This design comes from an exercise in tuning for small area, a short achievable clock period and few clock cycles per item on the open sky130 flow, not from production work.
Function was checked by simulation only, so behaviour that the tests miss may differ from the original.

## flow/config.mk

```make
export PLATFORM = sky130hd
export DESIGN_NAME = cvt_gen
export DESIGN_NICKNAME = cvt_gen
export VERILOG_FILES = /design/flow/design.v
export SDC_FILE = /design/flow/constraint.sdc
export NUM_CORES = 4
export LEC_CHECK = 0
export CAP_MARGIN = 20
export CORE_MARGIN = 2
export CORE_UTILIZATION = 40
export SLEW_MARGIN = 20
```

## flow/constraint.sdc

```tcl
create_clock -name core_clock -period 12.5 [get_ports {clk}]
set_input_delay 2.5000 -clock core_clock [delete_from_list [all_inputs] [get_ports {clk}]]
set_output_delay 2.5000 -clock core_clock [all_outputs]
set_load 0.01 [all_outputs]
```

## flow/design.v

```verilog
module cvt_gen (
    input  wire        clk,
    input  wire        rst,
    input  wire        i_valid,
    output wire        o_ready,
    input  wire [11:0] i_h_active,
    input  wire [11:0] i_v_active,
    input  wire [7:0]  i_refresh,
    input  wire [7:0]  i_rb,
    input  wire        i_interlaced,
    input  wire        i_margins,
    output wire        o_valid,
    input  wire        i_ready,
    output wire [3:0]  o_status,
    output wire [15:0] o_h_active,
    output wire [15:0] o_h_border,
    output wire [15:0] o_h_front_porch,
    output wire [15:0] o_h_sync,
    output wire [15:0] o_h_back_porch,
    output wire [15:0] o_h_blank,
    output wire [15:0] o_h_total,
    output wire [15:0] o_v_active,
    output wire [15:0] o_v_border,
    output wire [15:0] o_v_front_porch,
    output wire [15:0] o_v_sync,
    output wire [15:0] o_v_back_porch,
    output wire [15:0] o_v_blank,
    output wire [15:0] o_v_total,
    output wire [31:0] o_pixel_clock_khz,
    output wire        o_interlaced,
    output wire        o_h_sync_positive,
    output wire        o_v_sync_positive
);
    localparam [3:0] ST_OK = 4'd0, ST_USAGE = 4'd6, ST_DOMAIN = 4'd7;
    localparam DW = 42;    
    localparam VW = 35;    
    localparam [3:0] S_IDLE  = 4'd0,
                     S_LEFT  = 4'd1,   
                     S_TOP   = 4'd2,   
                     S_SETUP = 4'd3,   
                     S_VBI   = 4'd4,   
                     S_BLANK = 4'd5,   
                     S_HTOT  = 4'd6,   
                     S_PCLK  = 4'd7,   
                     S_HSYNC = 4'd8,   
                     S_FIN   = 4'd9,   
                     S_DIV   = 4'd10,  
                     S_DONE  = 4'd11;
    reg [3:0]  state, ret_state;
    reg [11:0] v_in;
    reg [8:0]  f;           
    reg [1:0]  rb;
    reg        il, mg;
    reg [11:0] hr, vr;
    reg [6:0]  left;
    reg [6:0]  top;
    reg [12:0] tap;
    reg [3:0]  vsync;
    reg [22:0] q;           
    reg [19:0] n;           
    reg [12:0] den;         
    reg [11:0] vsbp;        
    reg [11:0] hb;
    reg [12:0] ht;
    reg [31:0] pclk;
    reg [12:0] hs;
    reg [3:0]  status;
    reg [DW-1:0] dq;        
    reg [VW-1:0] rem;
    reg [VW-1:0] dvs;
    reg [5:0]    cnt;
    wire [VW:0]  rem_sh = {rem, dq[DW-1]};
    wire [VW:0]  trial  = rem_sh - {1'b0, dvs};
    wire         fits   = ~trial[VW];
    wire is_std = (rb == 2'd0);
    wire [13:0] tap_c = {2'b00, hr} + {6'd0, left, 1'b0};
    wire [15:0] v4  = v_in * 4'd4;
    wire [15:0] v16 = v_in * 5'd16;
    wire [15:0] v5  = v_in * 4'd5;
    wire [15:0] v15 = v_in * 5'd15;
    wire [15:0] h3  = hr * 4'd3;
    wire [15:0] h9  = hr * 4'd9;
    wire [15:0] h10 = hr * 4'd10;
    wire [15:0] h4  = hr * 4'd4;
    reg  [3:0]  vsync_c;
    always @(*) begin
        if      (v4  == h3)  vsync_c = 4'd4;
        else if (v16 == h9)  vsync_c = 4'd5;
        else if (v16 == h10) vsync_c = 4'd6;
        else if (v5  == h4)  vsync_c = 4'd7;
        else if (v15 == h9)  vsync_c = 4'd7;
        else                 vsync_c = 4'd10;
        if (rb[1]) vsync_c = 4'd8;
    end
    wire [12:0] den_c = {1'b0, vr} + {5'd0, top, 1'b0};
    wire [13:0] d2_c  = {den_c + 13'd3, il};             
    wire [22:0] q_c   = f * d2_c;
    wire [20:0] n_std = 21'd1000000 - f * 10'd550;
    wire [20:0] n_red = 21'd1000000 - f * 9'd460;
    wire [35:0] q150   = q * 8'd150;
    wire [35:0] q350   = q * 9'd350;
    wire [35:0] n3     = n * 2'd3;
    wire        floor20 = (n3 > q * 6'd50);
    wire [DW-1:0] hb_num = tap * (q150 - n3);
    wire [VW-1:0] hb_den = {q350 + n3, 4'b0000};
    wire [13:0]   vt2     = {{1'b0, vsbp} + den, il};    
    wire [DW-1:0] pc_std  = ht * q * 2'd2;
    wire [DW-1:0] pc_red  = f * vt2 * ht;
    wire [VW-1:0] pc_div  = (rb == 2'd1) ? 35'd500000 :
                            (rb == 2'd2) ? 35'd2000 : 35'd2002;
    assign o_ready = (state == S_IDLE);
    assign o_valid = (state == S_DONE);
    always @(posedge clk) begin
        if (rst) begin
            state <= S_IDLE;
        end else begin
            case (state)
            S_IDLE: if (i_valid) begin
                v_in <= i_v_active;
                f    <= i_interlaced ? {i_refresh, 1'b0} : {1'b0, i_refresh};
                rb   <= i_rb[1:0];
                il   <= i_interlaced;
                mg   <= i_margins;
                hr   <= {i_h_active[11:3], 3'b000};
                vr   <= i_interlaced ? {1'b0, i_v_active[11:1]} : i_v_active;
                if (i_rb > 8'd3) begin
                    status <= ST_USAGE;
                    state  <= S_DONE;
                end else if (i_refresh == 8'd0) begin
                    status <= ST_DOMAIN;
                    state  <= S_DONE;
                end else begin
                    status <= ST_OK;
                    state  <= S_LEFT;
                end
            end
            S_LEFT: begin
                dq        <= hr * 4'd9;
                dvs       <= 35'd4000;
                ret_state <= S_TOP;
                state     <= S_DIV;
            end
            S_TOP: begin
                left      <= mg ? {dq[3:0], 3'b000} : 7'd0;
                dq        <= vr * 4'd9;
                dvs       <= 35'd500;
                ret_state <= S_SETUP;
                state     <= S_DIV;
            end
            S_SETUP: begin
                top   <= mg ? dq[6:0] : 7'd0;
                state <= S_VBI;
            end
            S_VBI: begin
                tap   <= tap_c[12:0];
                vsync <= vsync_c;
                den   <= den_c;
                q     <= q_c;
                if (is_std) begin
                    if (n_std[20] || n_std == 21'd0) begin
                        status <= ST_DOMAIN;
                        state  <= S_DONE;
                    end else begin
                        n         <= n_std[19:0];
                        dq        <= q_c * 9'd275;
                        dvs       <= {15'd0, n_std[19:0]};
                        ret_state <= S_BLANK;
                        state     <= S_DIV;
                    end
                end else begin
                    if (den_c == 13'd0 || n_red[20] || n_red == 21'd0) begin
                        status <= ST_DOMAIN;
                        state  <= S_DONE;
                    end else begin
                        n         <= n_red[19:0];
                        dq        <= f * den_c * 9'd460;
                        dvs       <= {15'd0, n_red[19:0]};
                        ret_state <= S_BLANK;
                        state     <= S_DIV;
                    end
                end
            end
            S_BLANK: begin
                if (is_std) begin
                    vsbp <= (dq[11:0] + 12'd1 < vsync + 12'd6) ? vsync + 12'd6 : dq[11:0] + 12'd1;
                    if (floor20) begin
                        dq    <= {35'd0, tap[12:6]};
                        state <= S_HTOT;
                    end else begin
                        dq        <= hb_num;
                        dvs       <= hb_den;
                        ret_state <= S_HTOT;
                        state     <= S_DIV;
                    end
                end else begin
                    if (rb == 2'd1)
                        vsbp <= (dq[11:0] + 12'd1 < vsync + 12'd9) ? vsync + 12'd9 : dq[11:0] + 12'd1;
                    else
                        vsbp <= (dq[11:0] + 12'd1 < 12'd15) ? 12'd15 : dq[11:0] + 12'd1;
                    dq    <= 42'd0;
                    state <= S_HTOT;
                end
            end
            S_HTOT: begin
                if (is_std) begin
                    hb <= {dq[7:0], 4'b0000};
                    ht <= tap + {dq[8:0], 4'b0000};
                    if (tap == 13'd0 && dq[8:0] == 9'd0) begin
                        status <= ST_DOMAIN;
                        state  <= S_DONE;
                    end else begin
                        state <= S_PCLK;
                    end
                end else begin
                    hb    <= (rb == 2'd1) ? 12'd160 : 12'd80;
                    ht    <= tap + ((rb == 2'd1) ? 13'd160 : 13'd80);
                    state <= S_PCLK;
                end
            end
            S_PCLK: begin
                if (is_std) begin
                    dq  <= pc_std;
                    dvs <= {15'd0, n};
                end else begin
                    dq  <= pc_red;
                    dvs <= pc_div;
                end
                ret_state <= S_HSYNC;
                state     <= S_DIV;
            end
            S_HSYNC: begin
                if (rb == 2'd2 || rb == 2'd3)
                    pclk <= dq[31:0];
                else
                    pclk <= dq[31:0] * 8'd250;
                if (is_std) begin
                    dq        <= {29'd0, ht};
                    dvs       <= 35'd100;
                    ret_state <= S_FIN;
                    state     <= S_DIV;
                end else begin
                    hs    <= 13'd32;
                    state <= S_DONE;
                end
            end
            S_FIN: begin
                hs    <= {dq[9:0], 3'b000};
                state <= S_DONE;
            end
            S_DIV: begin
                dq <= {dq[DW-2:0], fits};
                if (cnt == DW - 1)
                    state <= ret_state;
            end
            S_DONE: if (i_ready) begin
                state <= S_IDLE;
            end
            default: state <= S_IDLE;
            endcase
        end
    end
    always @(posedge clk) begin
        if (state == S_DIV) begin
            cnt <= cnt + 6'd1;
            rem <= fits ? trial[VW-1:0] : rem_sh[VW-1:0];
        end else begin
            cnt <= 6'd0;
            rem <= {VW{1'b0}};
        end
    end
    wire [15:0] hbp = {5'd0, hb[11:1]};
    wire [15:0] vfp = is_std ? 16'd3 : (rb == 2'd1) ? 16'd3 : {4'd0, vsbp} - 16'd14;
    wire [15:0] vbp = is_std ? {4'd0, vsbp} - {12'd0, vsync} :
                      (rb == 2'd1) ? {4'd0, vsbp} - 16'd3 - {12'd0, vsync} : 16'd6;
    assign o_status          = status;
    assign o_h_active        = {4'd0, hr};
    assign o_h_border        = {9'd0, left};
    assign o_h_front_porch   = {4'd0, hb} - {3'd0, hs} - hbp;
    assign o_h_sync          = {3'd0, hs};
    assign o_h_back_porch    = hbp;
    assign o_h_blank         = {4'd0, hb};
    assign o_h_total         = {3'd0, ht};
    assign o_v_active        = {4'd0, vr};
    assign o_v_border        = {9'd0, top};
    assign o_v_front_porch   = vfp;
    assign o_v_sync          = {12'd0, vsync};
    assign o_v_back_porch    = vbp;
    assign o_v_blank         = vfp + {12'd0, vsync} + vbp;
    assign o_v_total         = is_std ? {3'd0, den} + {4'd0, vsbp} + 16'd3 : {3'd0, den} + {4'd0, vsbp};
    assign o_pixel_clock_khz = pclk;
    assign o_interlaced      = il;
    assign o_h_sync_positive = ~is_std;
    assign o_v_sync_positive = is_std;
endmodule
```

## flow/run.sh

```bash
#!/bin/bash
# synth_recipe.tcl (not shown) runs the flow's synth.tcl, then flattens the netlist and writes it again
# the make line also repeats each setting of config.mk as NAME=value (left out here)
make -C /OpenROAD-flow-scripts/flow DESIGN_CONFIG=/design/flow/config.mk WORK_HOME=/design/flow/orfs CLKGATE_MAP_FILE= SYNTH_SCRIPT=/design/flow/synth_recipe.tcl finish
```

==> results.txt <==
-- cells in the mapped netlist (35+ instances only) --
| master | number |
|---|---|
| nor2_1 | 419 |
| a21o_1 | 198 |
| a211oi_1 | 45 |
| and3_1 | 42 |
| or3_1 | 35 |
| nor3_1 | 123 |
| nand2b_1 | 85 |
| o21a_1 | 61 |
| and2_1 | 506 |
| nand3_1 | 89 |
| mux2i_1 | 44 |
| a21oi_1 | 442 |
| nand2_1 | 816 |
| xor2_1 | 229 |
| fa_1 | 1216 |
| buf_4 | 95 |
| dfxtp_1 | 45 |
| o21ai_0 | 301 |
| o21bai_1 | 95 |
| edfxtp_1 | 280 |
| clkbuf_1 | 234 |
| a31oi_1 | 37 |
| xnor2_1 | 420 |
| ha_1 | 1224 |
| nand4_1 | 39 |
| inv_1 | 1572 |
| nor2b_1 | 105 |
-- final cells by class --
type                    instances  area (sq um)
well taps                    2805          3510
diodes                          4         10.01
flip-flops and latches        325          9309
multi-input cells            7108         68070
clock buffers                  52          1162
inverters                    1574          5908
fillers                     20440        116900
repair buffers                495          4309
clock inverters                27         352.8
-- placed cells by master, fill, tap and decap left out, types with 26 or more instances in the layout --
cell | Yosys | routed
o22ai_1 | 27 | 27
clkdlybuf4s50_1 | 0 | 229
conb_1 | 2 | 79
and2_1 | 506 | 505
o21bai_1 | 95 | 95
a21o_1 | 198 | 198
o31ai_1 | 28 | 26
and3_1 | 42 | 41
nor2_1 | 419 | 413
nand2b_1 | 85 | 85
o21ai_0 | 301 | 298
o21a_1 | 61 | 61
xnor2_1 | 420 | 410
a21oi_1 | 442 | 433
clkbuf_16 | 0 | 45
edfxtp_1 | 280 | 280
xor2_1 | 229 | 226
mux2i_1 | 44 | 44
dfxtp_1 | 45 | 45
or3_1 | 35 | 35
o211ai_1 | 34 | 34
nand4_1 | 39 | 39
nor2b_1 | 105 | 105
buf_4 | 95 | 264
nand3_1 | 89 | 88
inv_1 | 1572 | 1571
fa_1 | 1216 | 1216
ha_1 | 1224 | 1215
nor3_1 | 123 | 119
a211oi_1 | 45 | 44
a31oi_1 | 37 | 36
nand2_1 | 816 | 813
-- stage by stage --
step | utilization | instances | hold slack (ps)
after floorplan | - | 9362 | 429.5
after global placement | 0.4325 | 12290 | 444.5
after detailed placement | 0.4326 | 12290 | 459.9
after CTS | 0.4399 | 12370 | 473.4
after global routing | 0.4420 | 12390 | 494.7
final | 0.4420 | 12390 | 463.9
-- per-layer routing --
metal | vias up | global-route usage | share of wire
met1 | 33630 | 0.3307 | 0.43
met2 | 2176 | 0.3933 | 0.45
met5 | - | 0 | 0.00019
met3 | 460 | 0.03666 | 0.069
li1 | 30710 | - | -
met4 | 8 | 0.09517 | 0.047
-- kinds of logic after synthesis --
family                     count (synthesis)
other                                      2
AOI/OAI and AO/OA                       1503
and+or+nand+nor                         2369
DFF                                      325
buffers and inverters                   1929
muxes                                     67
adders and majority gates               2440
xor gates and xnor gates                 650
-- final timing paths --
path | slack [ps] | startpoint | end | cells after the start
worst min register to register | 460 | cnt[0] | cnt[0] | 1
worst min-delay path | 460 | cnt[0] | cnt[0] | 1
worst max-delay path | 420 | q[5] | dq[41] | 43
worst max register to register | 420 | q[5] | dq[41] | 43
-- state kept, by name (all words and copies together) (netlist names), 13 cells and up --
register / count
den: 13
dq: 42
dvs: 34
n: 19
pclk: 32
q: 23
rem: 35
-- what timing repair did --
| action | CTS | global route |
|---|---|---|
| pin swaps | 0 | 12 |
| hold endpoints to repair | 0 | 0 |
| buffers inserted | 0 | 14 |
| endpoints found under the setup margin | 3 | 19 |
| gates resized for setup | 4 | 55 |
==> qor.csv <==
metric;value;unit
# nets final;12030;
Synth Area in Simple Gates;0.1377;
syn_area_per_cell;9.080;sq um
Crit path required time;12910;ps
CTS tree;done;
Worst Setup Path Type;register to register;
Max H-tree Level;2;
layout cells sized above 1;0.04895;
Worst Path Buf+Inv;6;
synth warn;1;
CP max stage delay;660;ps
via count;66980;
Design Area, Final;92640;sq um
IO Port Bufs;229;
Synth Cell Area;84300;sq um
Worst-Skew Late Latency;670;ps
Site Rows;168;
mux share of post-synthesis cell area;0.008296;
number of synthesized flops with an enable pin;280;
post-synthesis xor/xnor area fraction;0.06769;
largest family of logic cells by synthesized area;adder cells;
initial antenna violation count;14;
cts hold-fix bufs;0;
slowest stage cell on the critical path;or4b_2;
final hold vios;0;
area grow syn2layout;9.881;%
core area;209600;sq um
crit path time final;12080;ps
fin worst setup slack;422.9;ps
Worst-path clk slew;60;ps
relative slew slack;0.1812;
clock sink count;325;
die height;463.1;um
Die Wd;463.1;um
routed length per placed instance;21.31;um
first-pass GRT wire length;408800;um
clock tree buffer depth;3;
routability cong.;0.9692;
CP Capture Type;register;
Gate Count Post-Synth;9285;
DP Wirelength;217400;um
Main synth FF type;edfxtp_1;
drt initial violations;5134;
Tcrit/Tclk final;0.9662;
cts bufs inserted;43;
die area;214400;sq um
top-area cell type share of the netlist area;0.2888;
vias per cell;5.406;
Pre-Repair DR Iteration Count;6;
register bit total from synthesis;325;
Least-Margin Pin Slew;1215;ps
max-cap check violation count;0;
Synth Area in Compound Gates;0.1148;
DRC viols;0;
setup TNS;0;ps
Yosys cell types;98;
top cells by area, synth;fa_1 (29%), ha_1 (18%), edfxtp_1 (10%), inv_1 (7.0%), xnor2_1 (4.4%);
vias in the first global route;69180;
initial core utilization;0.4023;
remaining antenna violation count;0;
Crit path max-delay family;adder cells;
worst min-delay path class;register to register;
Place WS;-31.67;ps
startpoint types;register;
IO Pins;311;
status;finished clean;
sequential share of the synthesized area;0.1104;
All-Layer GR Usage;0.2446;
CP Max Fanout;5;
Max Freq;82.80;MHz
Setup-failing EPs final;0;
drt total wl;264100;um
placed inst area;90650;sq um
data arrival time of the critical path;12480;ps
area leader, netlist;fa_1;
largest net degree at the start of global routing;60;
Synth Area in Adders;0.4704;
clk_skew;43.08;ps
Slew Viols, Final;0;
GRT overflow;0;
Top cell by count, worst path;fa_1;
Root Buffer;clkbuf_16;
Post-synth ARST share;0;
Testbench counts, summed over its fixed seeds: cycles 633,734, items 3,200.

## re-timing with driven ports
The results above use ideal ports. As a check the final layout listed here was re-extracted and re-timed, cells and wires unchanged. Step 1 (the two cells are an assumption about what drives the block):
set clk [get_ports {clk}]
set_driving_cell -lib_cell sky130_fd_sc_hd__clkbuf_16 $clk
set_driving_cell -lib_cell sky130_fd_sc_hd__buf_2 [delete_from_list [all_inputs] $clk]
Step 2, shift: input delay + t, output delay - t, t = (earliest + latest rising clock arrival at the registers) / 2. This alone moves slack from input paths to output paths. Three values: no drivers, after step 1, after step 2; two values: the first two.
t (ns): 0.715
setup slack, ns: 0.423 / 0.423 / 0.423
worst hold slack (ns): 0.464 / 0.464 / 0.464
After both steps this run still meets setup and hold. The setup slack of this run moves by 0.000 ns with the drivers and by 0.000 ns with both steps.
